Background: an optimization exercise with open tools, aiming at small area, a short achievable clock period and few clock cycles. Do not read the settings as production practice.
Function was not checked in any run shown here: the RTL went through the layout flow alone.
No activity file was given, so power comes from the tool's default toggle rates.

==> design/flow/design.v <==
module sbtp_crc8_step (
    input  wire [7:0] crc_in,
    input  wire [7:0] data,
    output wire [7:0] crc_out
);
    wire [7:0] s0 = crc_in ^ data;
    wire [7:0] s1 = s0[7] ? ({s0[6:0], 1'b0} ^ 8'hD5) : {s0[6:0], 1'b0};
    wire [7:0] s2 = s1[7] ? ({s1[6:0], 1'b0} ^ 8'hD5) : {s1[6:0], 1'b0};
    wire [7:0] s3 = s2[7] ? ({s2[6:0], 1'b0} ^ 8'hD5) : {s2[6:0], 1'b0};
    wire [7:0] s4 = s3[7] ? ({s3[6:0], 1'b0} ^ 8'hD5) : {s3[6:0], 1'b0};
    wire [7:0] s5 = s4[7] ? ({s4[6:0], 1'b0} ^ 8'hD5) : {s4[6:0], 1'b0};
    wire [7:0] s6 = s5[7] ? ({s5[6:0], 1'b0} ^ 8'hD5) : {s5[6:0], 1'b0};
    wire [7:0] s7 = s6[7] ? ({s6[6:0], 1'b0} ^ 8'hD5) : {s6[6:0], 1'b0};
    wire [7:0] s8 = s7[7] ? ({s7[6:0], 1'b0} ^ 8'hD5) : {s7[6:0], 1'b0};
    assign crc_out = s8;
endmodule
module sbtp_tx (
    input  wire       clk,
    input  wire       rst,
    input  wire [7:0] wph,           
    input  wire       in_valid,
    output reg        in_ready,
    input  wire [7:0] in_data,
    input  wire       in_last,
    input  wire       in_empty,
    output reg        out_valid,
    input  wire       out_ready,
    input  wire       out_err,
    output reg  [7:0] out_data,
    output reg        done,
    output reg  [1:0] status
);
    localparam [1:0] ST_OK = 2'd0, ST_OVF = 2'd1, ST_TERR = 2'd2;
    localparam QB = 3;               
    localparam FB = 3;               
    reg       hv, sv;
    reg [7:0] hd, sd;
    reg       hl, sl, he, se;
    reg       hc, sc;                
    wire      in_fire = in_valid && in_ready;
    wire      in_ctrl = (in_data == 8'h55) || (in_data == 8'hAA) || (in_data == 8'h5A);
    wire      pop;                   
    wire      h_load = !hv || pop;       
    always @(posedge clk) begin
        if (rst) begin
            hv <= 1'b0;
            sv <= 1'b0;
            in_ready <= 1'b1;
        end else if (h_load) begin
            hv <= sv || in_fire;
            sv <= sv && in_fire;
            in_ready <= !(sv && in_fire);
        end else if (in_fire) begin
            sv <= 1'b1;
            in_ready <= 1'b0;
        end
    end
    always @(posedge clk) begin
        if (h_load) begin
            if (sv) begin
                hd <= sd; hl <= sl; he <= se; hc <= sc;
            end else begin
                hd <= in_data; hl <= in_last; he <= in_empty; hc <= in_ctrl;
            end
        end
        if (in_fire && (sv || !h_load)) begin
            sd <= in_data; sl <= in_last; se <= in_empty; sc <= in_ctrl;
        end
    end
    localparam PB = 4;               
    reg  [8:0] wr9;                  
    reg  [8:0] rd9;                  
    reg  [8:0] cur_start9;           
    reg  [7:0] wdist;                
    wire       wen;
    reg  [4:0] tap;
    wire [7:0] tap_data;
    sbtp_ring #(.PB(PB)) u_ring (.clk(clk), .we(wen), .wdata(hd), .wport(wdist[7:PB]),
                                 .tap(tap), .rdata(tap_data));
    wire [8:0] arc     = wr9 - rd9;
    reg        afree;
    reg        palign;               
    wire       can_adv = palign && afree;
    reg  [7:0] q_len   [0:(1<<QB)-1];    
    reg        q_ovf   [0:(1<<QB)-1];
    reg  [QB:0] q_wp, q_sp;          
    wire [QB:0] q_used  = q_wp - q_sp;
    reg         q_space;
    wire        s_avail = (q_sp != q_wp);
    reg  [7:0] elen;
    reg        in_frame;
    reg        drain;
    reg        e254, e255;           
    wire       h_ovf    = e255 || (e254 && hc);    
    wire [7:0] elen_inc = elen + (hc ? 8'd2 : 8'd1);
    reg        w_we, w_pop, w_push, w_pov, w_rew;
    reg  [7:0] w_plen;
    always @(*) begin
        w_we = 1'b0; w_pop = 1'b0; w_push = 1'b0; w_pov = 1'b0; w_rew = 1'b0;
        w_plen = elen_inc;
        if (hv) begin
            if (drain) begin
                w_pop = 1'b1;
                w_push = hl; w_pov = 1'b1;
            end else if (he) begin
                if (q_space) begin
                    w_pop = 1'b1; w_push = 1'b1;
                    w_plen = 8'd0;
                end
            end else if (h_ovf) begin
                w_pop = 1'b1; w_rew = 1'b1;
                w_push = hl; w_pov = 1'b1;
            end else if (can_adv && (in_frame || q_space)) begin
                w_we = 1'b1; w_pop = 1'b1;
                w_push = hl;
            end
        end
    end
    wire [7:0] wdist_next = w_rew ? (wph + 8'd1 - cur_start9[7:0]) :
                            w_we  ? wdist : (wdist + 8'd1);
    assign pop = w_pop;
    assign wen = w_we;
    always @(posedge clk) begin
        if (rst) begin
            wr9 <= 9'd0;
            wdist <= 8'd0;
            palign <= 1'b1;
            elen <= 8'd0;
            e254 <= 1'b0;
            e255 <= 1'b0;
            afree <= 1'b1;
            q_space <= 1'b1;
            in_frame <= 1'b0;
            drain <= 1'b0;
            q_wp <= 0;
        end else begin
            afree <= (arc < 9'd255);
            q_space <= (q_used < (1 << QB) - 1);
            if (w_rew) wr9 <= cur_start9;
            else if (w_we) wr9 <= wr9 + 9'd1;
            wdist <= wdist_next;
            palign <= (wdist_next[PB-1:0] == 0);
            if (hv) begin
                if (drain) begin
                    if (hl) drain <= 1'b0;
                end else if (he) begin
                end else if (h_ovf) begin
                    in_frame <= 1'b0; elen <= 8'd0;
                    e254 <= 1'b0; e255 <= 1'b0;
                    drain <= !hl;
                end else if (w_we) begin
                    if (!in_frame) cur_start9 <= wr9;
                    in_frame <= !hl;
                    elen <= hl ? 8'd0 : elen_inc;
                    e254 <= !hl && (elen_inc == 8'd254);
                    e255 <= !hl && (elen_inc == 8'd255);
                end
            end
            if (w_push) q_wp <= q_wp + 1'b1;
        end
    end
    always @(posedge clk) begin
        if (w_push) begin
            q_len[q_wp[QB-1:0]] <= w_plen;
            q_ovf[q_wp[QB-1:0]] <= w_pov;
        end
    end
    reg  [7:0] rstage;               
    reg  [FB:0] f_cnt;
    reg        t_v;                  
    reg  [7:0] t_d;
    wire [8:0] lim9    = in_frame ? cur_start9 : wr9;
    wire       f_space = (f_cnt < (1 << FB));
    wire       t_move  = t_v && f_space;
    wire       at_tap  = (rstage[2:0] == 3'd0);
    wire       r_take  = at_tap && (!t_v || f_space) && (rd9 != lim9);
    always @(*) tap = rstage[7:3];
    always @(posedge clk) begin
        if (rst) begin
            rd9 <= 9'd0;
            rstage <= 8'd255;
            t_v <= 1'b0;
        end else begin
            if (r_take) rd9 <= rd9 + 9'd1;
            else rstage <= rstage + 8'd1;
            if (r_take) t_v <= 1'b1;
            else if (t_move) t_v <= 1'b0;
        end
    end
    always @(posedge clk) begin
        if (r_take) t_d <= tap_data;
    end
    reg  [8:0] f_mem [0:(1<<FB)-1];
    reg  [FB-1:0] f_wp, f_rp;
    wire       f_pop;
    wire       t_ctrl = (t_d == 8'h55) || (t_d == 8'hAA) || (t_d == 8'h5A);
    always @(posedge clk) begin
        if (t_move) f_mem[f_wp] <= {t_ctrl, t_d};
    end
    always @(posedge clk) begin
        if (rst) begin
            f_wp <= 0; f_rp <= 0; f_cnt <= 0;
        end else begin
            if (t_move) f_wp <= f_wp + 1'b1;
            if (f_pop) f_rp <= f_rp + 1'b1;
            case ({t_move, f_pop})
                2'b10:   f_cnt <= f_cnt + 1'b1;
                2'b01:   f_cnt <= f_cnt - 1'b1;
                default: ;
            endcase
        end
    end
    wire       f_ne   = (f_cnt != 0);
    wire [7:0] f_head = f_mem[f_rp][7:0];
    wire       f_ctrl = f_mem[f_rp][8];
    localparam [2:0] S_IDLE = 3'd0, S_LEN = 3'd1, S_DATA = 3'd2,
                     S_CRC = 3'd3, S_AA = 3'd4, S_FLUSH = 3'd5;
    reg  [2:0] sst;
    reg  [7:0] srem;
    reg        s1;                   
    reg        dpend;                
    reg        sesc;                 
    reg  [7:0] scrc;                 
    wire [7:0] scrc_next;
    sbtp_crc8_step u_crc (.crc_in(scrc), .data(f_head), .crc_out(scrc_next));
    wire [QB-1:0] spi   = q_sp[QB-1:0];
    wire       out_fire = out_valid && out_ready;
    wire       o_free   = !out_valid || out_fire;
    wire       abort    = out_fire && out_err && !dpend;
    wire       s_byte   = f_ne && ((sst == S_FLUSH) ? (srem != 8'd0) :
                                   (sst == S_DATA) && !abort && o_free);
    reg        s_pop_q;              
    always @(*) begin
        s_pop_q = 1'b0;
        if (sst == S_FLUSH) begin
            s_pop_q = (srem == 8'd0);
        end else if (!abort && o_free) begin
            case (sst)
                S_IDLE: s_pop_q = s_avail && q_ovf[spi] && !dpend;
                S_AA:   s_pop_q = 1'b1;
                default: ;
            endcase
        end
    end
    assign f_pop = s_byte && (sesc || !f_ctrl);
    always @(posedge clk) begin
        if (rst) begin
            out_valid <= 1'b0;
            out_data <= 8'h00;
            sst <= S_IDLE;
            dpend <= 1'b0;
            sesc <= 1'b0;
            done <= 1'b0;
            status <= ST_OK;
            q_sp <= 0;
        end else begin
            done <= 1'b0;
            if (s_pop_q) q_sp <= q_sp + 1'b1;
            if (out_fire && dpend) begin
                done <= 1'b1;
                status <= out_err ? ST_TERR : ST_OK;
                dpend <= 1'b0;
            end
            if (s_byte && !sesc) scrc <= scrc_next;
            if (s_byte) begin
                srem <= srem - 8'd1;
                s1 <= (srem == 8'd2);
                sesc <= f_ctrl && !sesc;
            end
            if (sst == S_FLUSH) begin
                if (srem == 8'd0) begin
                    done <= 1'b1;
                    status <= ST_TERR;
                    sst <= S_IDLE;
                end
            end else if (abort) begin
                out_valid <= 1'b0;
                sst <= S_FLUSH;
                if (sst == S_LEN) begin
                    srem <= q_len[spi];
                    s1 <= (q_len[spi] == 8'd1);
                end else if (sst != S_DATA) begin
                    srem <= 8'd0;
                end
            end else if (o_free) begin
                out_valid <= 1'b0;
                case (sst)
                    S_IDLE: begin
                        if (s_avail && !q_ovf[spi]) begin
                            out_valid <= 1'b1;
                            out_data <= 8'h55;
                            sst <= S_LEN;
                        end else if (s_avail && !dpend) begin
                            done <= 1'b1;
                            status <= ST_OVF;
                        end
                    end
                    S_LEN: begin
                        out_valid <= 1'b1;
                        out_data <= q_len[spi];
                        srem <= q_len[spi];
                        s1 <= (q_len[spi] == 8'd1);
                        scrc <= 8'hFF;
                        sst <= (q_len[spi] == 8'd0) ? S_CRC : S_DATA;
                    end
                    S_DATA: begin
                        if (f_ne) begin
                            out_valid <= 1'b1;
                            out_data <= sesc ? (f_head ^ 8'h42) : (f_ctrl ? 8'h5A : f_head);
                            if (s1) sst <= S_CRC;
                        end
                    end
                    S_CRC: begin
                        out_valid <= 1'b1;
                        out_data <= ~scrc;
                        sst <= S_AA;
                    end
                    S_AA: begin
                        out_valid <= 1'b1;
                        out_data <= 8'hAA;
                        dpend <= 1'b1;
                        sst <= S_IDLE;
                    end
                    default: sst <= S_IDLE;
                endcase
            end
        end
    end
endmodule
module sbtp_rx (
    input  wire       clk,
    input  wire       rst,
    input  wire [7:0] wph,           
    input  wire       in_valid,
    output reg        in_ready,
    input  wire [7:0] in_data,
    input  wire       in_err,
    output reg        res_valid,
    output reg  [1:0] res_status,
    output reg  [7:0] res_len,
    output reg        out_valid,
    input  wire       out_ready,
    output reg  [7:0] out_data,
    output reg        out_last
);
    localparam [1:0] ST_OK = 2'd0, ST_FMT = 2'd1, ST_CRC = 2'd2, ST_TERR = 2'd3;
    localparam QB = 2;               
    localparam [2:0] R_HUNT = 3'd0,
                     R_LEN  = 3'd1,
                     R_DATA = 3'd2,
                     R_ESC  = 3'd3,
                     R_CRC  = 3'd4,
                     R_END  = 3'd5;
    reg       hv, sv;
    reg [7:0] hd, sd;
    reg       he, se;
    reg [2:0] hf, sf;                
    wire      in_fire = in_valid && in_ready;
    wire [2:0] in_f   = {in_data == 8'hAA, in_data == 8'h5A, in_data == 8'h55};
    wire      pop;
    wire      h_load = !hv || pop;
    always @(posedge clk) begin
        if (rst) begin
            hv <= 1'b0;
            sv <= 1'b0;
            in_ready <= 1'b1;
        end else if (h_load) begin
            hv <= sv || in_fire;
            sv <= sv && in_fire;
            in_ready <= !(sv && in_fire);
        end else if (in_fire) begin
            sv <= 1'b1;
            in_ready <= 1'b0;
        end
    end
    always @(posedge clk) begin
        if (h_load) begin
            if (sv) begin
                hd <= sd; he <= se; hf <= sf;
            end else begin
                hd <= in_data; he <= in_err; hf <= in_f;
            end
        end
        if (in_fire && (sv || !h_load)) begin
            sd <= in_data; se <= in_err; sf <= in_f;
        end
    end
    reg  [8:0] wr9;
    reg  [8:0] rd9;
    reg  [8:0] cur_start9;
    localparam PB = 5;               
    reg  [7:0] wdist;                
    wire       wen;
    localparam TB = 4;               
    reg  [7-TB:0] tap;
    wire [7:0] tap_data;
    sbtp_ring #(.PB(PB), .TB(TB)) u_ring (.clk(clk), .we(wen), .wdata(hd), .wport(wdist[7:PB]),
                                 .tap(tap), .rdata(tap_data));
    wire [8:0] arc     = wr9 - rd9;
    reg        afree;
    reg        palign;               
    wire       can_adv = palign && afree;
    reg  [8:0] q_start [0:(1<<QB)-1];
    reg  [7:0] q_len   [0:(1<<QB)-1];
    reg  [QB:0] q_wp, q_rp;
    wire [QB:0] q_used  = q_wp - q_rp;
    wire        q_space = !q_used[QB];
    wire        r_avail = (q_rp != q_wp);
    reg  [2:0] pst;
    reg  [7:0] rcnt;
    reg  [7:0] flen;
    reg  [7:0] plen;
    reg  [7:0] crc;
    reg        r1;                   
    reg        cmatch;               
    reg        pnz;                  
    reg        counted;              
    wire       h_esc    = hf[1];
    wire [7:0] app_byte = (pst == R_ESC) ? (hd ^ 8'h42) : hd;
    wire [7:0] crc_next;
    sbtp_crc8_step u_crc (.crc_in(crc), .data(app_byte), .crc_out(crc_next));
    wire       p_take = hv && (he || (counted ? can_adv : ((pst != R_END) || q_space)));
    wire       p_wr   = hv && !he && counted && can_adv;
    assign pop = p_take;
    assign wen = p_wr;
    wire       q_push = p_take && !he && (pst == R_END) && hf[2] && cmatch && pnz;
    wire       w_adv  = counted ? p_wr : can_adv;
    wire [8:0] wr9_next = wr9 + (w_adv ? 9'd1 : 9'd0);
    always @(posedge clk) begin
        if (rst) begin
            pst <= R_HUNT;
            wr9 <= 9'd0;
            wdist <= 8'd0;
            palign <= 1'b1;
            counted <= 1'b0;
            cur_start9 <= 9'd0;
            afree <= 1'b1;
            res_valid <= 1'b0;
            res_status <= ST_OK;
            res_len <= 8'd0;
            q_wp <= 0;
        end else begin
            wr9 <= wr9_next;
            afree <= (arc < 9'd255);
            if (!w_adv) wdist <= wdist + 8'd1;
            palign <= w_adv ? palign : (wdist[PB-1:0] == {PB{1'b1}});
            if (p_take) begin
                if (he) counted <= 1'b0;
                else if (pst == R_LEN) counted <= (hd != 8'd0);
                else if (counted) counted <= !r1;
                else counted <= 1'b0;
            end
            if (pst == R_HUNT || pst == R_LEN)
                cur_start9 <= wr9_next;
            res_valid <= 1'b0;
            if (p_take && he) begin
                res_valid  <= 1'b1;
                res_status <= ST_TERR;
                res_len    <= 8'd0;
                pst        <= R_HUNT;
            end else if (p_take) begin
                case (pst)
                    R_HUNT: begin
                        if (hf[0]) pst <= R_LEN;
                    end
                    R_LEN: begin
                        rcnt <= hd;
                        r1   <= (hd == 8'd1);
                        flen <= hd;
                        plen <= 8'd0;
                        pnz  <= 1'b0;
                        crc  <= 8'hFF;
                        pst  <= (hd == 8'd0) ? R_CRC : R_DATA;
                    end
                    R_DATA: begin
                        rcnt <= rcnt - 8'd1;
                        r1   <= (rcnt == 8'd2);
                        if (h_esc) begin
                            if (r1) begin
                                res_valid  <= 1'b1;
                                res_status <= ST_FMT;
                                res_len    <= 8'd0;
                                pst        <= R_HUNT;
                            end else begin
                                pst <= R_ESC;
                            end
                        end else begin
                            plen <= plen + 8'd1;
                            pnz  <= 1'b1;
                            crc  <= crc_next;
                            pst  <= r1 ? R_CRC : R_DATA;
                        end
                    end
                    R_ESC: begin
                        rcnt <= rcnt - 8'd1;
                        r1   <= (rcnt == 8'd2);
                        plen <= plen + 8'd1;
                        pnz  <= 1'b1;
                        crc  <= crc_next;
                        pst  <= r1 ? R_CRC : R_DATA;
                    end
                    R_CRC: begin
                        cmatch <= ((~crc) == hd);
                        pst  <= R_END;
                    end
                    R_END: begin
                        res_valid <= 1'b1;
                        res_len   <= 8'd0;
                        pst       <= R_HUNT;
                        if (!hf[2]) begin
                            res_status <= ST_FMT;
                        end else if (!cmatch) begin
                            res_status <= ST_CRC;
                        end else begin
                            res_status <= ST_OK;
                            res_len    <= plen;
                        end
                    end
                    default: pst <= R_HUNT;
                endcase
            end
            if (q_push) q_wp <= q_wp + 1'b1;
        end
    end
    always @(posedge clk) begin
        if (q_push) begin
            q_start[q_wp[QB-1:0]] <= cur_start9;
            q_len[q_wp[QB-1:0]]   <= flen;
        end
    end
    reg        ractive;
    reg  [7:0] rstage;
    reg  [7:0] rrem;
    reg        rr1;                  
    reg        u_v, u_l, u_5a, uesc;
    reg  [7:0] u_d;
    wire       o_free  = !out_valid || out_ready;
    wire       u_pref  = !uesc && u_5a;
    wire       u_move  = u_v && (u_pref || o_free);
    wire       at_tap  = (rstage[TB-1:0] == 0);
    wire       r_take  = ractive && at_tap && (!u_v || u_move);
    wire       r_fin   = r_take && rr1;
    wire       r_load  = r_avail && (!ractive || r_fin);
    wire [QB-1:0] rpi  = q_rp[QB-1:0];
    always @(*) tap = rstage[7:TB];
    always @(posedge clk) begin
        if (rst) begin
            ractive <= 1'b0;
            rd9 <= 9'd0;
            q_rp <= 0;
            u_v <= 1'b0;
            uesc <= 1'b0;
        end else begin
            if (u_move) uesc <= u_pref;
            if (r_take) begin
                u_v <= 1'b1;
            end else if (u_move) begin
                u_v <= 1'b0;
            end
            if (r_load) begin
                q_rp <= q_rp + 1'b1;
                ractive <= 1'b1;
                rd9 <= q_start[rpi];
                rstage <= wph - q_start[rpi][7:0];
                rrem <= q_len[rpi];
                rr1 <= (q_len[rpi] == 8'd1);
            end else if (r_take) begin
                rd9 <= rd9 + 9'd1;
                rrem <= rrem - 8'd1;
                rr1 <= (rrem == 8'd2);
                if (r_fin) ractive <= 1'b0;
            end else if (ractive) begin
                rstage <= rstage + 8'd1;
            end else begin
                rd9 <= cur_start9;
            end
        end
    end
    always @(posedge clk) begin
        if (r_take) begin
            u_d <= tap_data;
            u_5a <= (tap_data == 8'h5A);
            u_l <= rr1;
        end
    end
    always @(posedge clk) begin
        if (rst) begin
            out_valid <= 1'b0;
            out_data  <= 8'h00;
            out_last  <= 1'b0;
        end else if (o_free) begin
            out_valid <= u_v && !u_pref;
            out_data  <= uesc ? (u_d ^ 8'h42) : u_d;
            out_last  <= u_l;
        end
    end
endmodule
module sbtp_framer (
    input  wire       clk,
    input  wire       rst,
    input  wire       tx_in_valid,
    output wire       tx_in_ready,
    input  wire [7:0] tx_in_data,
    input  wire       tx_in_last,
    input  wire       tx_in_empty,
    output wire       tx_out_valid,
    input  wire       tx_out_ready,
    input  wire       tx_out_err,
    output wire [7:0] tx_out_data,
    output wire       tx_done,
    output wire [1:0] tx_status,
    input  wire       rx_in_valid,
    output wire       rx_in_ready,
    input  wire [7:0] rx_in_data,
    input  wire       rx_in_err,
    output wire       rx_res_valid,
    output wire [1:0] rx_res_status,
    output wire [7:0] rx_res_len,
    output wire       rx_out_valid,
    input  wire       rx_out_ready,
    output wire [7:0] rx_out_data,
    output wire       rx_out_last
);
    reg  [7:0] wph;
    always @(posedge clk) begin
        if (rst) wph <= 8'd0;
        else     wph <= wph + 8'd1;
    end
    sbtp_tx u_tx (
        .clk       (clk),
        .rst       (rst),
        .wph       (wph),
        .in_valid  (tx_in_valid),
        .in_ready  (tx_in_ready),
        .in_data   (tx_in_data),
        .in_last   (tx_in_last),
        .in_empty  (tx_in_empty),
        .out_valid (tx_out_valid),
        .out_ready (tx_out_ready),
        .out_err   (tx_out_err),
        .out_data  (tx_out_data),
        .done      (tx_done),
        .status    (tx_status)
    );
    sbtp_rx u_rx (
        .clk        (clk),
        .rst        (rst),
        .wph        (wph),
        .in_valid   (rx_in_valid),
        .in_ready   (rx_in_ready),
        .in_data    (rx_in_data),
        .in_err     (rx_in_err),
        .res_valid  (rx_res_valid),
        .res_status (rx_res_status),
        .res_len    (rx_res_len),
        .out_valid  (rx_out_valid),
        .out_ready  (rx_out_ready),
        .out_data   (rx_out_data),
        .out_last   (rx_out_last)
    );
endmodule
module sbtp_ring #(
    parameter PB = 4,
    parameter TB = 3
) (
    input  wire        clk,
    input  wire        we,
    input  wire [7:0]  wdata,
    input  wire [7-PB:0] wport,   
    input  wire [7-TB:0] tap,     
    output wire [7:0]  rdata
);
    reg  [2047:0] r;
    wire [2047:0] prev = {r[2039:0], r[2047:2040]};
    genvar s;
    generate
        for (s = 0; s < 256; s = s + 1) begin : g_stage
            if ((s % (1 << PB)) == 0) begin : g_port
                always @(posedge clk)
                    r[s*8 +: 8] <= (we && (wport == (s >> PB))) ? wdata : prev[s*8 +: 8];
            end else begin : g_shift
                always @(posedge clk)
                    r[s*8 +: 8] <= prev[s*8 +: 8];
            end
        end
    endgenerate
    assign rdata = r[{tap, {TB{1'b0}}, 3'd0} +: 8];
endmodule
==> design/flow/run.sh <==
#!/bin/bash
# synth_recipe.tcl (not shown) runs the flow's synth.tcl, then flattens the netlist and writes it again
# the make line also repeats each setting of config.mk as NAME=value (left out here)
make -C /OpenROAD-flow-scripts/flow DESIGN_CONFIG=/design/flow/config.mk WORK_HOME=/design/flow/orfs CLKGATE_MAP_FILE= SYNTH_SCRIPT=/design/flow/synth_recipe.tcl finish
==> design/flow/config.mk <==
export PLATFORM = sky130hd
export DESIGN_NAME = sbtp_framer
export DESIGN_NICKNAME = sbtp_framer
export VERILOG_FILES = /design/flow/design.v
export SDC_FILE = /design/flow/constraint.sdc
export NUM_CORES = 4
export LEC_CHECK = 0
export CAP_MARGIN = 20
export CORE_MARGIN = 2
export CORE_UTILIZATION = 40
export CTS_CLUSTER_DIAMETER = 80
export CTS_CLUSTER_SIZE = 30
export PLACE_DENSITY = 0.6
export SETUP_SLACK_MARGIN = 5.0
export SLEW_MARGIN = 20
==> design/flow/constraint.sdc <==
create_clock -name core_clock -period 8.0 [get_ports {clk}]
set_input_delay 1.6000 -clock core_clock [delete_from_list [all_inputs] [get_ports {clk}]]
set_output_delay 1.6000 -clock core_clock [all_outputs]
set_load 0.01 [all_outputs]
==> results_dict.tcl, run 1 <==
set metrics [dict create \
    status "no timing/DRC/antenna violations" \
    setup_tns_ns 0 \
    startpoint_to_endpoint_class_of_the_critical_path "input pin to flop" \
    fin_skew_ns 0.100 \
    timing.rr.start "u_tx.srem[3]" \
    postSynthAreaPerCell_um2 17.1 \
    drt_first_iter_violations 2890 \
    report.power.total_mw 37.0 \
    synth-seq-cells 4628 \
    postRouteWirelength_um 170000 \
    regToRegEndpoint "u_tx.f_cnt[3]" \
    cts_tree "built" \
    first_pass_grt_wire_length_um 263000 \
    finish.net_count 6817 \
    clk-insertion-delay-late_ns 0.91 \
    io-pin-count 61 \
    htree_num_levels 4 \
    synth_fp_nets 6628 \
    post_synth_arst_share_pct 0 \
    cts_max_path_buffers 4 \
    worst_ep_arrival_time_ns 3.78 \
    number_of_antenna_violations_at_the_first_check_in_global_routing 10 \
    clk_transition_reported_paths_ns 0.10 \
    finalHoldViolations 0 \
    critical_path_endpoint_category "flop" \
    crit_path_frequent_cell "sky130_fd_sc_hd__ha_4" \
    place.detailed.hpwl_um 104000 \
    placed_cell_area_mm2 0.117 \
    synth-edff-count 354 \
    total_clock_buffers_created_by_cts 185 \
    grtUsageTotal_pct 11.8 \
    slew_headroom_pct 26.7 \
    port-buffer-count 60 \
    initial_core_util_pct 40.1 \
    ys_types 76 \
    globalplace.congestion 0.797 \
    cpPeakStageDelay_ns 0.37 \
    required_ns 8.77 \
    timing.hold.worst_path_depth 0 \
    worstMarginPinSlew_ns 1.10 \
    path_max_fanout 7 \
    unrepaired_setup_endpoints_after_global_routing "true" \
    cts_num_sinks 4628 \
    mappedNetlistArea_mm2 0.112 \
    rows 194 \
    final_antenna_net_count 0 \
    final_cell_area_mm2 0.123 \
    setup_viol 0 \
    end_point_of_the_most_critical_hold_path "u_rx.u_ring.r[1097]" \
    mostFrequentLayoutCell "sky130_fd_sc_hd__dfxtp_1" \
    viasPerCell 4.27 \
    grt_pass1_vias 44700 \
    die_x_um 533 \
    ff2ff_setup_slack_ns 5.03 \
    max_clock_freq_mhz 333 \
    grt.overflow.total 0 \
    layout_setup_ws_ns 5.00 \
    static-leakage-power_nw 46.8 \
    slowest_stage "sky130_fd_sc_hd__dlygate4sd2_1" \
    synthTopCellsByArea "sky130_fd_sc_hd__dfxtp_1 (77%), sky130_fd_sc_hd__edfxtp_1 (9.5%), sky130_fd_sc_hd__mux4_2 (3.4%)" \
    total_count_of_max_transition_violations_in_the_final_report 0 \
    drv_cap 0 \
    timing.final.crit_share_pct 37.5 \
    place_worst_setup_slack_ns 3.65 \
    commonest_cells_after_routing_fill_and_taps_aside "sky130_fd_sc_hd__dfxtp_1 (4228), sky130_fd_sc_hd__edfxtp_1 (354), sky130_fd_sc_hd__mux2_2 (236)" \
    routed-via-count 44900 \
    fp.dieH_um 533 \
    critical_path.n_buffers_inverters 1 \
    synth.yosys.seq_area_share_pct 86.1 \
    hp-start "u_rx.u_ring.r[1089]" \
    final_layout_size_suffix_gt1_share_pct 13.0 \
    power-per-cell-area_mw_per_mm2 300 \
    synthFlopType "sky130_fd_sc_hd__dfxtp_1" \
    drc_errors 0 \
    yosys.area.top_type_share_pct 76.6 \
    min_path_type "flop to flop" \
    clock_tree.root_cell "sky130_fd_sc_hd__clkbuf_16" \
    ys.warnings.count 5 \
    irDropWorstVdd_mv 0.171 \
    final.min_clock_period_ns 3.00 \
    design.die.area_mm2 0.284 \
    post-synth-top-area-cell "sky130_fd_sc_hd__dfxtp_1" \
    grt_max_degree 67 \
    critical_path.top_delay_family "compound AO/OA/AOI/OAI gates" \
    core_area_mm2 0.279 \
    tritonroute_pass_1_iters 6 \
    ff2ff_path_depth 12 \
    worstSetupStartpointType "input pin" \
    post_synth_inst_count 6526 \
    areaGrowthSynthToFinish_pct 10.3 \
    routedWlPerCell_um 16.2 \
    timing.critical_path.cells "dlygate4sd2_1 > a21boi_4 > o22ai_4 > nand2_4 > nor2_4 > ha_4 > ha_4 > a21o_1 > a21oi_2 > xnor2_1 > or3_1 > a21oi_1" \
]
## kinds of logic (layout without fill, tap and decap cells)
group	count (synthesis)	count (layout)	synth area share (%)
AND/OR/NAND/NOR	671	671	2.89
XOR/XNOR	190	190	1.53
multiplexers	432	432	6.13
flip-flops	4628	4628	86.1
other	0	3	0
adder cells (fa/ha/maj)	76	76	0.898
AO/OA/AOI/OAI	313	314	1.70
buffers and inverters	216	468	0.777
## metrics by stage
step                      hold slack, ns  utilization [%]  cells
after floorplan                    0.310                -   6526
after global placement             0.310             41.9  10200
after detailed placement           0.312             41.9  10200
after CTS                          0.226             44.1  10500
after global routing               0.238             44.2  10500
final                              0.234             44.2  10500
## what timing repair did
item	4_1_cts	5_1_grt
hold buffers	0	0
endpoints found under the setup margin	448	121
pin swaps	11	8
setup buffers	34	16
gates resized for setup	306	29
gates cloned	2	1
## final cells by class
| cell class | instances | area [µm²] |
|---|---|---|
| Clock buffer | 217 | 4820 |
| Fill cell | 24200 | 155000 |
| Multi-Input combinational cell | 1683 | 15200 |
| Sequential cell | 4628 | 96300 |
| Timing Repair inverter | 2 | 12.5 |
| Inverter | 83 | 319 |
| Timing Repair Buffer | 132 | 1370 |
| Antenna cell | 3 | 7.51 |
| Clock inverter | 34 | 572 |
| Tap cell | 3724 | 4660 |
## per-layer routing
metal / track usage (%) / part of all wire (%)
met1: 17.5 / 51
met5: 0 / 0
met4: 3.43 / 2.7
met2: 17.7 / 42
met3: 1.98 / 3.8
## power by group
group          internal [mW]  switching (mW)  leakage (nW)  total [mW]
sequential              23.6           0.355          37.8        24.0
clock                   4.48            6.68          2.61        11.2
combinational          0.830            1.04          6.40        1.87
total                   28.9            8.07          46.8        37.0
## synth_stat cells, drive strengths merged, types with 23 or more instances
cell    instances
a211oi         30
a21oi         113
and3           31
buf            28
clkbuf        105
dfxtp        4274
edfxtp        354
ha             69
inv            83
mux2          236
mux2i          23
mux4          173
nand2         189
nand3          63
nor2          202
nor3           35
o21ai          77
xnor2         131
xor2           58
## flip-flops by register name (all words and copies together), names as in the netlist, 9 cells and up, named ones only
name and flops:
u_rx.q_start 36, u_rx.wr9 9, u_tx.wr9 9, u_rx.q_len 32, u_rx.rd9 9, u_rx.u_ring.r 2048, u_tx.q_len 64, u_tx.f_mem 72
u_tx.u_ring.r 2048, u_tx.rd9 9, u_rx.cur_start9 9, u_tx.cur_start9 9
## worst max-delay path by stage
stage,startpoint,endpoint,slack [ns],depth (start not counted)
3_5_place_dp,tx_out_ready,u_tx.f_cnt[3],3.65,12
3_3_place_gp,tx_out_ready,u_tx.f_cnt[3],3.67,12
6_report,tx_out_ready,u_tx.f_cnt[3],5.00,12
2_1_floorplan,tx_out_ready,u_tx.f_cnt[3],4.60,12
5_1_grt,u_tx.srem[3],u_tx.f_cnt[3],4.92,12
4_1_cts,u_tx.status[0],tx_status[0],4.85,1
==> inputs of run 2 (changes only) <==
--- a/design/flow/config.mk
+++ b/design/flow/config.mk
@@ -7,2 +7,3 @@
 export LEC_CHECK = 0
+export ABC_CLOCK_PERIOD_IN_PS = 3000
 export CAP_MARGIN = 20
==> run 2 against run 1 <==
  * Final area unchanged
  * Clock skew unchanged
  * Power unchanged
  * Wire length unchanged
  * Hold slack unchanged
  * Largest power group unchanged
  * Combinational power about the same
  * Register-to-register slack about the same
  * Count of clock-buffer cells in the layout unchanged
  * Die area unchanged
  * Critical endpoint unchanged
  * Highest routed layer unchanged
==> results_dict.tcl, run 2 <==
set metrics [dict create \
    status "no timing/DRC/antenna violations" \
    fp.dieH_um 533 \
    number_of_antenna_violations_at_the_first_check_in_global_routing 10 \
    place.detailed.hpwl_um 104000 \
    synth.yosys.seq_area_share_pct 86.1 \
    timing.rr.start "u_tx.srem[3]" \
    synth_fp_nets 6628 \
    cpPeakStageDelay_ns 0.37 \
    grtUsageTotal_pct 11.8 \
    initial_core_util_pct 40.1 \
    required_ns 8.77 \
    htree_num_levels 4 \
    areaGrowthSynthToFinish_pct 10.3 \
    comb_power_share_pct 5.0 \
    synth_most_common_cell "sky130_fd_sc_hd__dfxtp_1" \
    grt.overflow.total 0 \
    ff2ff_path_depth 12 \
    final_antenna_net_count 0 \
    irDropWorstVdd_mv 0.171 \
    post_synth_inst_count 6526 \
    worst_setup_path_startpoint "tx_out_ready" \
    postRouteWirelength_um 170000 \
    total_clock_buffers_created_by_cts 185 \
    power_switching_share_pct 21.8 \
    synth-seq-cells 4628 \
    worstMarginPinSlew_ns 1.10 \
    total_count_of_max_transition_violations_in_the_final_report 0 \
    power-per-cell-area_mw_per_mm2 300 \
    mappedNetlistArea_mm2 0.112 \
    fin_skew_ns 0.100 \
    first_pass_grt_wire_length_um 263000 \
    net-switching-power_mw 8.07 \
    postSynthAreaPerCell_um2 17.1 \
    slowest_stage "sky130_fd_sc_hd__dlygate4sd2_1" \
    finish.cell_count_without_fillers 10500 \
    synthFlopType "sky130_fd_sc_hd__dfxtp_1" \
    biggestRegsByFlops "u_rx.u_ring.r (2048), u_tx.u_ring.r (2048), u_tx.f_mem (72)" \
    ys.warnings.count 5 \
    timing.hold.worst_path_depth 0 \
    mostFrequentLayoutCell "sky130_fd_sc_hd__dfxtp_1" \
    viasPerCell 4.27 \
    report.power.total_mw 37.0 \
    place.detailed.instances 10200 \
    cts_max_path_buffers 4 \
    cell_internal_pwr_mw 28.9 \
    grt_pass1_vias 44700 \
    startpoint_to_endpoint_class_of_the_critical_path "input pin to flop" \
    commonest_cells_after_routing_fill_and_taps_aside "sky130_fd_sc_hd__dfxtp_1 (4228), sky130_fd_sc_hd__edfxtp_1 (354), sky130_fd_sc_hd__mux2_2 (236)" \
    timing.critical_path.cells "dlygate4sd2_1 > a21boi_4 > o22ai_4 > nand2_4 > nor2_4 > ha_4 > ha_4 > a21o_1 > a21oi_2 > xnor2_1 > or3_1 > a21oi_1" \
    clock_tree.root_cell "sky130_fd_sc_hd__clkbuf_16" \
    post-synth-top-area-cell "sky130_fd_sc_hd__dfxtp_1" \
    clk_transition_reported_paths_ns 0.10 \
    crit_path_frequent_cell "sky130_fd_sc_hd__ha_4" \
    finish.net_count 6817 \
    critical_path_endpoint_category "flop" \
    routedWlPerCell_um 16.2 \
    final_cell_area_mm2 0.123 \
    final.min_clock_period_ns 3.00 \
    fin_hold_ws_ns 0.234 \
    timing.final.crit_share_pct 37.5 \
    design.die.area_mm2 0.284 \
    max_clock_freq_mhz 333 \
    core_area_mm2 0.279 \
    die_x_um 533 \
    io-pin-count 61 \
    yosys.area.top_type_share_pct 76.6 \
    cts_num_sinks 4628 \
    slew_headroom_pct 26.7 \
    ys_types 76 \
    pwr-share-seq_pct 64.8 \
    drt_first_iter_violations 2890 \
    synth-edff-count 354 \
    synthTopCellsByArea "sky130_fd_sc_hd__dfxtp_1 (77%), sky130_fd_sc_hd__edfxtp_1 (9.5%), sky130_fd_sc_hd__mux4_2 (3.4%)" \
    worstSetupStartpointType "input pin" \
    port-buffer-count 60 \
    drc_errors 0 \
    post_synth_most_frequent_cells "sky130_fd_sc_hd__dfxtp_1 (4274), sky130_fd_sc_hd__edfxtp_1 (354), sky130_fd_sc_hd__mux2_2 (236), sky130_fd_sc_hd__nor2_1 (202), sky130_fd_sc_hd__nand2_1 (189)" \
    drv_cap 0 \
    rows 194 \
    routed-via-count 44900 \
    filler_cell_count 24200 \
    setup_viol 0 \
    setup_tns_ns 0 \
    globalplace.congestion 0.797 \
    clock_power_share_pct 30.2 \
    post_synth_arst_share_pct 0 \
    hp-start "u_rx.u_ring.r[1089]" \
    cts_tree "built" \
    static-leakage-power_nw 46.8 \
    grt_max_degree 67 \
    path_max_fanout 7 \
    final_layout_size_suffix_gt1_share_pct 13.0 \
    worst_ep_arrival_time_ns 3.78 \
    finalHoldViolations 0 \
    tritonroute_pass_1_iters 6 \
    clk-insertion-delay-late_ns 0.91 \
    placed_cell_area_mm2 0.117 \
    unrepaired_setup_endpoints_after_global_routing "true" \
    min_path_type "flop to flop" \
]
[run 2: through the flow]
| stage | util, % | setup slack, ns |
|---|---|---|
| 6_report | 44.2 | 5.00 |
| 4_1_cts | 44.1 | 4.85 |
| 5_1_grt | 44.2 | 4.92 |
| 3_5_place_dp | 41.9 | 3.65 |
| 3_3_place_gp | 41.9 | 3.67 |
| 2_1_floorplan | - | 4.60 |
[run 2: repair_timing]
action,in CTS,in global routing
setup buffers,34,16
cloned,2,1
hold buffers,0,0
endpoints found under the setup margin,448,121
pin swaps,11,8
resized for setup,306,29
[run 2: path summary, 6_finish.rpt]
kind / endpoint / slack (ns)
worst min register to register: u_rx.u_ring.r[1097] / 0.23
worst max-delay path: u_tx.f_cnt[3] / 5.00
worst min-delay path: u_rx.u_ring.r[1097] / 0.23
worst max register to register: u_tx.f_cnt[3] / 5.03
[run 2: cell families (layout without fill, tap and decap cells)]
kind of cell | after synthesis | after routing | share of synthesized area, %
multiplexers | 432 | 432 | 6.13
adder cells (fa/ha/maj) | 76 | 76 | 0.898
AND/OR/NAND/NOR | 671 | 671 | 2.89
flip-flops | 4628 | 4628 | 86.1
other | 0 | 3 | 0
buffers and inverters | 216 | 468 | 0.777
XOR/XNOR | 190 | 190 | 1.53
AO/OA/AOI/OAI | 313 | 314 | 1.70
[run 2: metal layers]
layer / vias to the layer above / global-route usage, % / part of all wire, %
met5: - / 0 / 0
met4: 0 / 3.43 / 2.7
met2: 619 / 17.7 / 42
li1: 21900 / - / -
met3: 282 / 1.98 / 3.8
met1: 22000 / 17.5 / 51
[run 2: worst max-delay path: cells and delay by family]
family,cells,cell delay [ns]
xor+xnor,1,0.09
compound gates,5,0.73
buf+inv,1,0.37
simple gates,3,0.58
fa+ha+maj,2,0.39
[run 2: final cells by class]
cell class	instances	area (µm²)	area share, %
timing repair inverter	2	12.5	0.0101
inverter	83	319	0.259
tap	3724	4660	3.78
multi-input combinational	1683	15200	12.4
timing repair buffer	132	1370	1.11
sequential	4628	96300	78.1
antenna	3	7.51	0.00609
clock buffer	217	4820	3.91
clock inverter	34	572	0.464
[run 2: power groups by stage]
stage | combinational, mW | clock (mW) | sequential [mW]
final | 1.87 | 11.2 | 24.0
after global routing | 2.04 | 12.3 | 24.0
after CTS | 1.86 | 11.5 | 24.0
after detailed placement | 1.77 | 0 | 24.5
after global placement | 1.74 | 0 | 24.5
after floorplan | 1.40 | 0 | 24.3
==> inputs of run 3 (changes only) <==
--- a/design/flow/config.mk
+++ b/design/flow/config.mk
@@ -7,3 +7,2 @@
 export LEC_CHECK = 0
-export ABC_CLOCK_PERIOD_IN_PS = 3000
 export CAP_MARGIN = 20
@@ -13,2 +12,3 @@
 export CTS_CLUSTER_SIZE = 30
+export GPL_ROUTABILITY_DRIVEN = 0
 export PLACE_DENSITY = 0.6
==> run 3 against run 2 <==
  * Critical path depth stayed put
  * Global-route usage stayed put
  * Non-clock buffer count stayed put
  * Still clean on timing, DRC and antenna
==> results_dict.tcl, run 3 <==
set metrics [dict create \
    fp.dieH_um 533 \
    routed-via-count 44900 \
    synth.yosys.seq_area_share_pct 86.1 \
    status "no timing/DRC/antenna violations" \
    tritonroute_pass_1_iters 6 \
    postSynthAreaPerCell_um2 17.1 \
    ff2ff_path_depth 12 \
    ys.warnings.count 5 \
    timing.rr.start "u_tx.srem[3]" \
    min_path_type "flop to flop" \
    layout_setup_ws_ns 5.00 \
    drc_errors 0 \
    first_pass_grt_wire_length_um 263000 \
    viasPerCell 4.27 \
    synth-seq-cells 4628 \
    cts_max_path_buffers 4 \
    place_worst_setup_slack_ns 3.65 \
    timing.final.crit_share_pct 37.5 \
    synthFlopType "sky130_fd_sc_hd__dfxtp_1" \
    io-pin-count 61 \
    static-leakage-power_nw 46.8 \
    crit_path_frequent_cell "sky130_fd_sc_hd__ha_4" \
    final_layout_size_suffix_gt1_share_pct 13.0 \
    cts_num_sinks 4628 \
    post_synth_arst_share_pct 0 \
    place.detailed.hpwl_um 104000 \
    synth_fp_nets 6628 \
    biggestRegsByFlops "u_rx.u_ring.r (2048), u_tx.u_ring.r (2048), u_tx.f_mem (72)" \
    rows 194 \
    clk_transition_reported_paths_ns 0.10 \
    cts_tree "built" \
    finalHoldViolations 0 \
    worstSetupStartpointType "input pin" \
    post-route-util_pct 44.2 \
    fin_hold_ws_ns 0.234 \
    core_area_mm2 0.279 \
    pwr-share-seq_pct 64.8 \
    port-buffer-count 60 \
    power_switching_share_pct 21.8 \
    ff2ff_setup_slack_ns 5.03 \
    grt_max_degree 67 \
    grtUsageTotal_pct 11.8 \
    slew_headroom_pct 26.7 \
    clock_power_share_pct 30.2 \
    critical_path_endpoint_category "flop" \
    path_max_fanout 7 \
    commonest_cells_after_routing_fill_and_taps_aside "sky130_fd_sc_hd__dfxtp_1 (4228), sky130_fd_sc_hd__edfxtp_1 (354), sky130_fd_sc_hd__mux2_2 (236)" \
    total_count_of_max_transition_violations_in_the_final_report 0 \
    total_clock_buffers_created_by_cts 185 \
    areaGrowthSynthToFinish_pct 10.3 \
    grt_pass1_vias 44700 \
    post_synth_most_frequent_cells "sky130_fd_sc_hd__dfxtp_1 (4274), sky130_fd_sc_hd__edfxtp_1 (354), sky130_fd_sc_hd__mux2_2 (236), sky130_fd_sc_hd__nor2_1 (202), sky130_fd_sc_hd__nand2_1 (189)" \
    clock_tree.root_cell "sky130_fd_sc_hd__clkbuf_16" \
    drv_cap 0 \
    postRouteWirelength_um 170000 \
    regToRegEndpoint "u_tx.f_cnt[3]" \
    gr-usage-met1_pct 17.5 \
    cell_internal_pwr_mw 28.9 \
    mostFrequentLayoutCell "sky130_fd_sc_hd__dfxtp_1" \
    synthTopCellsByArea "sky130_fd_sc_hd__dfxtp_1 (77%), sky130_fd_sc_hd__edfxtp_1 (9.5%), sky130_fd_sc_hd__mux4_2 (3.4%)" \
    slowest_stage "sky130_fd_sc_hd__dlygate4sd2_1" \
    unrepaired_setup_endpoints_after_global_routing "true" \
    timing.hold.worst_path_depth 0 \
    hp-start "u_rx.u_ring.r[1089]" \
    grt.overflow.total 0 \
    number_of_antenna_violations_at_the_first_check_in_global_routing 10 \
    end_point_of_the_most_critical_hold_path "u_rx.u_ring.r[1097]" \
    setup_tns_ns 0 \
    grt_busiest_layer "met2" \
    max_clock_freq_mhz 333 \
    htree_num_levels 4 \
    initial_core_util_pct 40.1 \
    finish.net_count 6817 \
    startpoint_to_endpoint_class_of_the_critical_path "input pin to flop" \
    synth-edff-count 354 \
    die_x_um 533 \
    fin_skew_ns 0.100 \
    clk-insertion-delay-late_ns 0.91 \
    grt.met3_usage_pct 1.98 \
    power-per-cell-area_mw_per_mm2 300 \
    mappedNetlistArea_mm2 0.112 \
    irDropWorstVdd_mv 0.171 \
    synth_most_common_cell "sky130_fd_sc_hd__dfxtp_1" \
    required_ns 8.77 \
    report.power.total_mw 37.0 \
    comb_power_share_pct 5.0 \
    design.die.area_mm2 0.284 \
    routedWlPerCell_um 16.2 \
    drt_first_iter_violations 2890 \
    net-switching-power_mw 8.07 \
    final_antenna_net_count 0 \
    final.min_clock_period_ns 3.00 \
    post-synth-top-area-cell "sky130_fd_sc_hd__dfxtp_1" \
    cpPeakStageDelay_ns 0.37 \
    grt_util_met2_pct 17.7 \
    yosys.area.top_type_share_pct 76.6 \
    ys_types 76 \
    timing.critical_path.cells "dlygate4sd2_1 > a21boi_4 > o22ai_4 > nand2_4 > nor2_4 > ha_4 > ha_4 > a21o_1 > a21oi_2 > xnor2_1 > or3_1 > a21oi_1" \
    worstMarginPinSlew_ns 1.10 \
    worst_ep_arrival_time_ns 3.78 \
    post_synth_inst_count 6526 \
    setup_viol 0 \
]
==> run 3: cell counts in the layout (fill, tap and decap cells not counted) <==
No cell type changed its count.
==> run 3: cells by family after synthesis <==
logic type / count (synthesis) / share of synthesized area, %
AOI/OAI and AO/OA: 313 / 1.70
adders and majority gates: 76 / 0.898
xor gates and xnor gates: 190 / 1.53
buffers and inverters: 216 / 0.777
DFF: 4628 / 86.1
muxes: 432 / 6.13
and+or+nand+nor: 671 / 2.89
==> run 3: power groups by stage <==
stage	combinational, mW	clock (mW)	sequential, mW
final	1.87	11.2	24.0
after global routing	2.04	12.3	24.0
after CTS	1.86	11.5	24.0
after detailed placement	1.77	0	24.5
after global placement	1.74	0	24.5
after floorplan	1.40	0	24.3
==> run 3: worst max path at each step <==
stage / start / endpoint / slack (ns)
global route: u_tx.srem[3] / u_tx.f_cnt[3] / 4.92
CTS: u_tx.status[0] / tx_status[0] / 4.85
global placement: tx_out_ready / u_tx.f_cnt[3] / 3.67
detailed placement: tx_out_ready / u_tx.f_cnt[3] / 3.65
floorplan: tx_out_ready / u_tx.f_cnt[3] / 4.60
finish: tx_out_ready / u_tx.f_cnt[3] / 5.00
==> run 3: final cells by class <==
class | count | area (µm²)
fill | 24200 | 155000
sequential | 4628 | 96300
multi-input combinational | 1683 | 15200
clock buffer | 217 | 4820
tap | 3724 | 4660
timing repair buffer | 132 | 1370
clock inverter | 34 | 572
inverter | 83 | 319
timing repair inverter | 2 | 12.5
antenna | 3 | 7.51
==> run 3: critical path: cells and delay by family <==
kind,cells,cell delay [ns]
AOI/OAI and AO/OA,5,0.73
adders and majority gates,2,0.39
xor gates and xnor gates,1,0.09
buffers and inverters,1,0.37
and+or+nand+nor,3,0.58
==> run 3: metrics by stage <==
step                      std cells  cell area, µm²
after floorplan                6526          112000
after global placement        10200          117000
after detailed placement      10200          117000
after CTS                     10500          123000
after global routing          10500          123000
final                         10500          123000
==> run 3: what timing repair did <==
| item | in CTS | in global routing |
|---|---|---|
| resized for setup | 306 | 29 |
| cloned | 2 | 1 |
| hold buffers | 0 | 0 |
| endpoints found under the setup margin | 448 | 121 |
| pin swaps | 11 | 8 |
| setup buffers | 34 | 16 |
==> run 3: layer usage <==
metal	wire length, µm	vias to the layer above	share of wire, %
li1	-	21900	-
met5	0	-	0
met4	4600	0	2.7
met3	6420	282	3.8
met1	87000	22000	51
met2	72300	619	42
==> inputs of run 4 (changes only) <==
--- a/design/flow/config.mk
+++ b/design/flow/config.mk
@@ -9,7 +9,6 @@
 export CORE_MARGIN = 2
-export CORE_UTILIZATION = 40
-export CTS_CLUSTER_DIAMETER = 80
+export CORE_UTILIZATION = 50
+export CTS_CLUSTER_DIAMETER = 70
 export CTS_CLUSTER_SIZE = 30
-export GPL_ROUTABILITY_DRIVEN = 0
-export PLACE_DENSITY = 0.6
+export PLACE_DENSITY = 0.72
 export SETUP_SLACK_MARGIN = 5.0
==> run 4 against run 3 <==
  * Power increased by 0.16%
  * Sequential share of layout area increased by 0.59 points
  * Utilization increased by 11 points
  * Setup slack got worse by 0.0012 ns
  * Sequential power about the same
  * Clock power about the same
  * Largest cell class unchanged
  * Cell count decreased by 7.1%
  * Synthesized area unchanged
  * Wire length decreased by 0.57%
  * Sequential cell count unchanged
==> results_dict.tcl, run 4 <==
set metrics [dict create \
    ys_types 76 \
    static-leakage-power_nw 46.9 \
    clk-insertion-delay-late_ns 0.87 \
    drc_errors 0 \
    post-synth-top-area-cell "sky130_fd_sc_hd__dfxtp_1" \
    mappedNetlistArea_mm2 0.112 \
    power-per-cell-area_mw_per_mm2 303 \
    tritonroute_pass_1_iters 6 \
    critical_path.n_buffers_inverters 1 \
    total_clock_buffers_created_by_cts 184 \
    cts_max_path_buffers 3 \
    cts_num_sinks 4628 \
    irDropWorstVdd_mv 0.199 \
    mostFrequentLayoutCell "sky130_fd_sc_hd__dfxtp_1" \
    grt_pass1_vias 45100 \
    timing.critical_path.cells "buf_6" \
    initial_core_util_pct 50.3 \
    final_antenna_net_count 0 \
    min_path_type "flop to flop" \
    routed-via-count 45200 \
    unrepaired_setup_endpoints_after_global_routing "true" \
    final.min_clock_period_ns 3.00 \
    met2_wirelength_um 73300 \
    synth_fp_nets 6628 \
    worstMarginPinSlew_ns 1.13 \
    port-buffer-count 60 \
    die_x_um 477 \
    placed_cell_area_mm2 0.116 \
    clock_tree.root_cell "sky130_fd_sc_hd__clkbuf_16" \
    worst_setup_path_startpoint "u_rx.out_data[1]" \
    finish.cell_count_without_fillers 9759 \
    synth-edff-count 354 \
    filler_cell_count 16700 \
    cts_tree "built" \
    critical_path.top_delay_family "flip-flops" \
    slowest_stage "sky130_fd_sc_hd__dfxtp_4" \
    hp-start "u_rx.u_ring.r[755]" \
    grtUsageTotal_pct 14.6 \
    layout_setup_ws_ns 5.00 \
    drv_cap 0 \
    finalHoldViolations 0 \
    cpPeakStageDelay_ns 0.42 \
    ys.warnings.count 5 \
    final_layout_size_suffix_gt1_share_pct 13.0 \
    biggestRegsByFlops "u_rx.u_ring.r (2048), u_tx.u_ring.r (2048), u_tx.f_mem (72)" \
    htree_num_levels 4 \
    path_max_fanout 2 \
    critical_path_endpoint_category "output pin" \
    report.power.total_mw 37.0 \
    viasPerCell 4.63 \
    route.layer.met1.wl_um 83900 \
    fp.dieH_um 477 \
    yosys.area.top_type_share_pct 76.6 \
    first_pass_grt_wire_length_um 259000 \
    timing.rr.start "u_rx.q_rp[1]" \
    grt_max_degree 76 \
    synth-seq-cells 4628 \
    status "no timing/DRC/antenna violations" \
    globalplace.congestion 0.846 \
    commonest_cells_after_routing_fill_and_taps_aside "sky130_fd_sc_hd__dfxtp_1 (4227), sky130_fd_sc_hd__edfxtp_1 (354), sky130_fd_sc_hd__mux2_2 (236)" \
    fin_skew_ns 0.0542 \
    timing.final.crit_share_pct 37.5 \
    holdBufCountCts 0 \
    rows 173 \
    worstSetupStartpointType "flop" \
    routedWlPerCell_um 17.3 \
    number_of_antenna_violations_at_the_first_check_in_global_routing 10 \
    clk_transition_reported_paths_ns 0.10 \
    synthFlopType "sky130_fd_sc_hd__dfxtp_1" \
    postSynthAreaPerCell_um2 17.1 \
    finish.net_count 6815 \
    worst_ep_arrival_time_ns 1.40 \
    io-pin-count 61 \
    design.die.area_mm2 0.227 \
    place.detailed.instances 9454 \
    postRouteWirelength_um 169000 \
    setup_tns_ns 0 \
    core_area_mm2 0.222 \
    highest_layer "met5" \
    slew_headroom_pct 24.8 \
    synth_most_common_cell "sky130_fd_sc_hd__dfxtp_1" \
    max_clock_freq_mhz 333 \
    total_count_of_max_transition_violations_in_the_final_report 0 \
    synth.yosys.seq_area_share_pct 86.1 \
    post_synth_arst_share_pct 0 \
    grt.overflow.total 0 \
    ff2ff_setup_slack_ns 5.00 \
    place.detailed.hpwl_um 103000 \
    setup_viol 0 \
    drt_first_iter_violations 2958 \
    required_ns 6.40 \
    post_synth_most_frequent_cells "sky130_fd_sc_hd__dfxtp_1 (4274), sky130_fd_sc_hd__edfxtp_1 (354), sky130_fd_sc_hd__mux2_2 (236), sky130_fd_sc_hd__nor2_1 (202), sky130_fd_sc_hd__nand2_1 (189)" \
    dr_wl_met3_um 7130 \
    startpoint_to_endpoint_class_of_the_critical_path "flop to output pin" \
    areaGrowthSynthToFinish_pct 9.51 \
    final_cell_area_mm2 0.122 \
    synthTopCellsByArea "sky130_fd_sc_hd__dfxtp_1 (77%), sky130_fd_sc_hd__edfxtp_1 (9.5%), sky130_fd_sc_hd__mux4_2 (3.4%)" \
    post_synth_inst_count 6526 \
    place_worst_setup_slack_ns 3.71 \
]
## run 4: cell counts after synthesis
Identical to the previous run, type by type.
## run 4: repair_timing
item	CTS	global route
pin swaps	3	7
buffers inserted	20	25
resized for setup	292	38
cloned	1	2
endpoints found under the setup margin	426	284
hold endpoints to repair	0	0
## run 4: kinds of logic (layout without fill, tap and decap cells)
group                      count (synthesis)  after routing  synth area share [%]
muxes                                    432            432                  6.13
xor gates and xnor gates                 190            190                  1.53
other                                      0              2                     0
and+or+nand+nor                          671            671                  2.89
buffers and inverters                    216            471                 0.777
DFF                                     4628           4628                  86.1
adders and majority gates                 76             76                 0.898
AOI/OAI and AO/OA                        313            314                  1.70
## run 4: worst paths after layout
check                  endpoint  depth (start not counted)
min          u_rx.u_ring.r[763]                          0
max reg2reg    u_rx.q_len[0][6]                          8
min reg2reg  u_rx.u_ring.r[763]                          0
max              rx_out_data[1]                          1
## run 4: layer usage
metal	GRT usage [%]	up-vias
li1	-	21900
met1	21.6	22100
met2	21.9	857
met3	2.49	307
met4	5.06	2
met5	0	-
## run 4: per-stage QoR
stage	hold WS, ns	utilization (%)
finish	0.300	55.0
global route	0.309	55.0
CTS	0.307	54.9
detailed placement	0.312	52.1
global placement	0.310	52.1
floorplan	0.310	-
## run 4: power breakdown
group          switching (mW)  internal [mW]
sequential              0.364           23.6
combinational            1.02          0.845
clock                    6.68           4.54
## run 4: cell type report
class                           count  area (µm²)  share of cell area, %
Tap cell                         2975        3720                   3.04
Clock inverter                     40         683                  0.558
Sequential cell                  4628       96300                   78.7
Inverter                           83         319                  0.261
Clock buffer                      215        4880                   3.99
Timing Repair Buffer              131        1270                   1.04
Multi-Input combinational cell   1683       15200                   12.4
Antenna cell                        2        5.00                0.00409
Timing Repair inverter              2        12.5                 0.0102
==> inputs of run 5 (changes only) <==
--- a/design/flow/config.mk
+++ b/design/flow/config.mk
@@ -9,6 +9,6 @@
 export CORE_MARGIN = 2
-export CORE_UTILIZATION = 50
+export CORE_UTILIZATION = 45
 export CTS_CLUSTER_DIAMETER = 70
-export CTS_CLUSTER_SIZE = 30
-export PLACE_DENSITY = 0.72
+export CTS_CLUSTER_SIZE = 32
+export PLACE_DENSITY = 0.65
 export SETUP_SLACK_MARGIN = 5.0
==> run 5 against run 4 <==
  * Still clean on timing, DRC and antenna
  * Synthesized area unchanged
  * Setup slack got worse by 0.018 ns
  * Sequential power barely moved
  * Clock power barely moved
  * Die area increased by 11%
  * Combinational power is 2% higher
  * Final area increased by 0.59%
==> results_dict.tcl, run 5 <==
set metrics [dict create \
    timing.hold.worst_path_depth 0 \
    max_clock_freq_mhz 331 \
    viasPerCell 4.44 \
    status "no timing/DRC/antenna violations" \
    post-synth-top-area-cell "sky130_fd_sc_hd__dfxtp_1" \
    worstMarginPinSlew_ns 1.08 \
    power_switching_share_pct 22.1 \
    number_of_antenna_violations_at_the_first_check_in_global_routing 12 \
    clk-insertion-delay-late_ns 0.88 \
    cts_num_sinks 4628 \
    synth.yosys.seq_area_share_pct 86.1 \
    timing.critical_path.cells "buf_6" \
    critical_path.n_buffers_inverters 1 \
    mappedNetlistArea_mm2 0.112 \
    required_ns 6.40 \
    filler_cell_count 20100 \
    ff2ff_setup_slack_ns 5.09 \
    net-switching-power_mw 8.22 \
    final.min_clock_period_ns 3.02 \
    total_count_of_max_transition_violations_in_the_final_report 0 \
    finish.net_count 6823 \
    synth-edff-count 354 \
    setup_viol 0 \
    grt.overflow.total 0 \
    biggestRegsByFlops "u_rx.u_ring.r (2048), u_tx.u_ring.r (2048), u_tx.f_mem (72)" \
    die_x_um 502 \
    routed-via-count 45000 \
    post_synth_inst_count 6526 \
    synthFlopType "sky130_fd_sc_hd__dfxtp_1" \
    drv_cap 0 \
    path_max_fanout 2 \
    cts_max_path_buffers 3 \
    fp.dieH_um 502 \
    min_path_type "flop to flop" \
    hp-start "u_rx.u_ring.r[1907]" \
    post_synth_arst_share_pct 0 \
    static-leakage-power_nw 46.9 \
    routedWlPerCell_um 16.8 \
    ff2ff_path_depth 6 \
    clock_power_share_pct 30.4 \
    place.detailed.hpwl_um 103000 \
    ys.warnings.count 5 \
    design.die.area_mm2 0.252 \
    end_point_of_the_most_critical_hold_path "u_rx.u_ring.r[1915]" \
    cts_tree "built" \
    placed_cell_area_mm2 0.116 \
    rows 182 \
    seqCellArea_mm2 0.0963 \
    drt_first_iter_violations 2827 \
    postSynthAreaPerCell_um2 17.1 \
    critical_path.top_delay_family "flip-flops" \
    port-buffer-count 60 \
    setup_tns_ns 0 \
    grt_max_degree 75 \
    final_antenna_net_count 0 \
    initial_core_util_pct 45.4 \
    io-pin-count 61 \
    worst_setup_path_startpoint "u_rx.out_data[3]" \
    globalplace.congestion 0.817 \
    pwr-share-seq_pct 64.5 \
    mostFrequentLayoutCell "sky130_fd_sc_hd__dfxtp_1" \
    startpoint_to_endpoint_class_of_the_critical_path "flop to output pin" \
    power-per-cell-area_mw_per_mm2 302 \
    yosys.area.top_type_share_pct 76.6 \
    worstSetupStartpointType "flop" \
    timing.rr.start "u_rx.rstage[4]" \
    critical_path_endpoint_category "output pin" \
    slew_headroom_pct 27.6 \
    clk_transition_reported_paths_ns 0.11 \
    finish.cell_count_without_fillers 10100 \
    areaGrowthSynthToFinish_pct 10.2 \
    fin_hold_ws_ns 0.290 \
    core_area_mm2 0.246 \
    cpPeakStageDelay_ns 0.41 \
    slowest_stage "sky130_fd_sc_hd__dfxtp_4" \
    fin_skew_ns 0.0915 \
    final_layout_size_suffix_gt1_share_pct 13.2 \
    synthTopCellsByArea "sky130_fd_sc_hd__dfxtp_1 (77%), sky130_fd_sc_hd__edfxtp_1 (9.5%), sky130_fd_sc_hd__mux4_2 (3.4%)" \
    grt_pass1_vias 44200 \
    tritonroute_pass_1_iters 9 \
    multi_input_comb_area_mm2 0.0152 \
    post_synth_most_frequent_cells "sky130_fd_sc_hd__dfxtp_1 (4274), sky130_fd_sc_hd__edfxtp_1 (354), sky130_fd_sc_hd__mux2_2 (236), sky130_fd_sc_hd__nor2_1 (202), sky130_fd_sc_hd__nand2_1 (189)" \
    place.detailed.instances 9793 \
    irDropWorstVdd_mv 0.232 \
    comb_power_share_pct 5.1 \
    drc_errors 0 \
    commonest_cells_after_routing_fill_and_taps_aside "sky130_fd_sc_hd__dfxtp_1 (4229), sky130_fd_sc_hd__edfxtp_1 (354), sky130_fd_sc_hd__mux2_2 (236)" \
    cell_internal_pwr_mw 28.9 \
    synth-seq-cells 4628 \
    worst_ep_arrival_time_ns 1.42 \
    first_pass_grt_wire_length_um 260000 \
    regToRegEndpoint "u_rx.u_5a" \
    htree_num_levels 4 \
    timing.final.crit_share_pct 37.8 \
    synth_most_common_cell "sky130_fd_sc_hd__dfxtp_1" \
    grtUsageTotal_pct 13.4 \
    total_clock_buffers_created_by_cts 178 \
    postRouteWirelength_um 170000 \
    synth_fp_nets 6628 \
    final_cell_area_mm2 0.123 \
    unrepaired_setup_endpoints_after_global_routing "true" \
    finalHoldViolations 0 \
    clock_tree.root_cell "sky130_fd_sc_hd__clkbuf_16" \
    ys_types 76 \
]
run 5: per-layer routing:
layer  share of wire [%]  GRT usage [%]
met5               0.018              0
met4                 2.6           4.12
met3                 3.9           2.27
met2                  43           20.0
met1                  50           19.8
run 5: cell type report:
cell class                      instances  share of cell area [%]
Sequential cell                      4628                    78.2
Multi-Input combinational cell       1683                    12.4
Clock buffer                          209                    3.77
Tap cell                             3312                    3.37
Timing Repair Buffer                  146                    1.22
Clock inverter                         52                   0.789
Inverter                               83                   0.259
Antenna cell                            5                  0.0102
Timing Repair inverter                  1                 0.00610
run 5: power by group through the flow:
stage | clock [mW] | sequential, mW | combinational [mW]
floorplan | 0 | 24.3 | 1.40
global placement | 0 | 24.5 | 1.72
detailed placement | 0 | 24.5 | 1.76
CTS | 11.6 | 24.0 | 1.87
global route | 12.4 | 24.0 | 2.08
finish | 11.3 | 24.0 | 1.90
run 5: logic make-up after synthesis:
group / synth area share [%]
DFF: 86.1
muxes: 6.13
adders and majority gates: 0.898
and+or+nand+nor: 2.89
xor gates and xnor gates: 1.53
buffers and inverters: 0.777
AOI/OAI and AO/OA: 1.70
run 5: timing repair:
item	in CTS	in global routing
setup buffers	29	28
pin swaps	9	11
cloned	2	1
endpoints found under the setup margin	395	321
hold buffers	0	0
resized for setup	310	36
run 5: through the flow:
stage               worst slack [ns]  util (%)  total power, mW
floorplan                       4.60         -             25.7
global placement                3.69      47.2             26.2
detailed placement              3.64      47.2             26.3
CTS                             4.70      49.8             37.5
global route                    4.91      50.0             38.5
finish                          4.98      50.0             37.2
run 5: worst max path at each step:
stage                     end  slack [ns]  depth (start not counted)
3_5_place_dp    u_tx.f_cnt[3]        3.64                         12
4_1_cts        rx_out_data[3]        4.70                          1
3_3_place_gp    u_tx.f_cnt[3]        3.69                         12
6_report       rx_out_data[3]        4.98                          1
2_1_floorplan   u_tx.f_cnt[3]        4.60                         12
5_1_grt        rx_out_data[7]        4.91                          1

## port drivers added, routing unchanged
In the flow no input, the clock included, has a driving cell. The finished layouts below were timed again as built, in two steps.
Step 1 sets driving cells, clkbuf_16 on the clock port and buf_2 on the other inputs (assumed; they add their load-dependent delay and slew).
Step 2 moves the port delays by t, midway between the first and last clock arrival at a register: inputs arrive t later, outputs are due t later. That takes back most of the time a late clock gives input paths.
a / b / c = ideal / step 1 / step 2; a / b = the first two.
run	t (ns)	slack for setup (ns)	worst setup path after step 2	latest minus earliest clock arrival (ns)	pins driven straight from the clock port
run 1	0.943	4.999 / 4.944 / 4.116	input to register	0.109 / 0.108	1
run 2	0.943	4.999 / 4.944 / 4.116	input to register	0.109 / 0.108	1
run 3	0.943	4.999 / 4.944 / 4.116	input to register	0.109 / 0.108	1
run 4	0.918	4.998 / 4.920 / 4.094	input to register	0.060 / 0.060	1
run 5	0.932	4.980 / 4.886 / 4.182	input to register	0.092 / 0.091	1
After both steps every run listed still meets setup and hold. The setup slack of run 4, which loses most, moves by -0.078 ns with the drivers and by -0.904 ns with both steps.
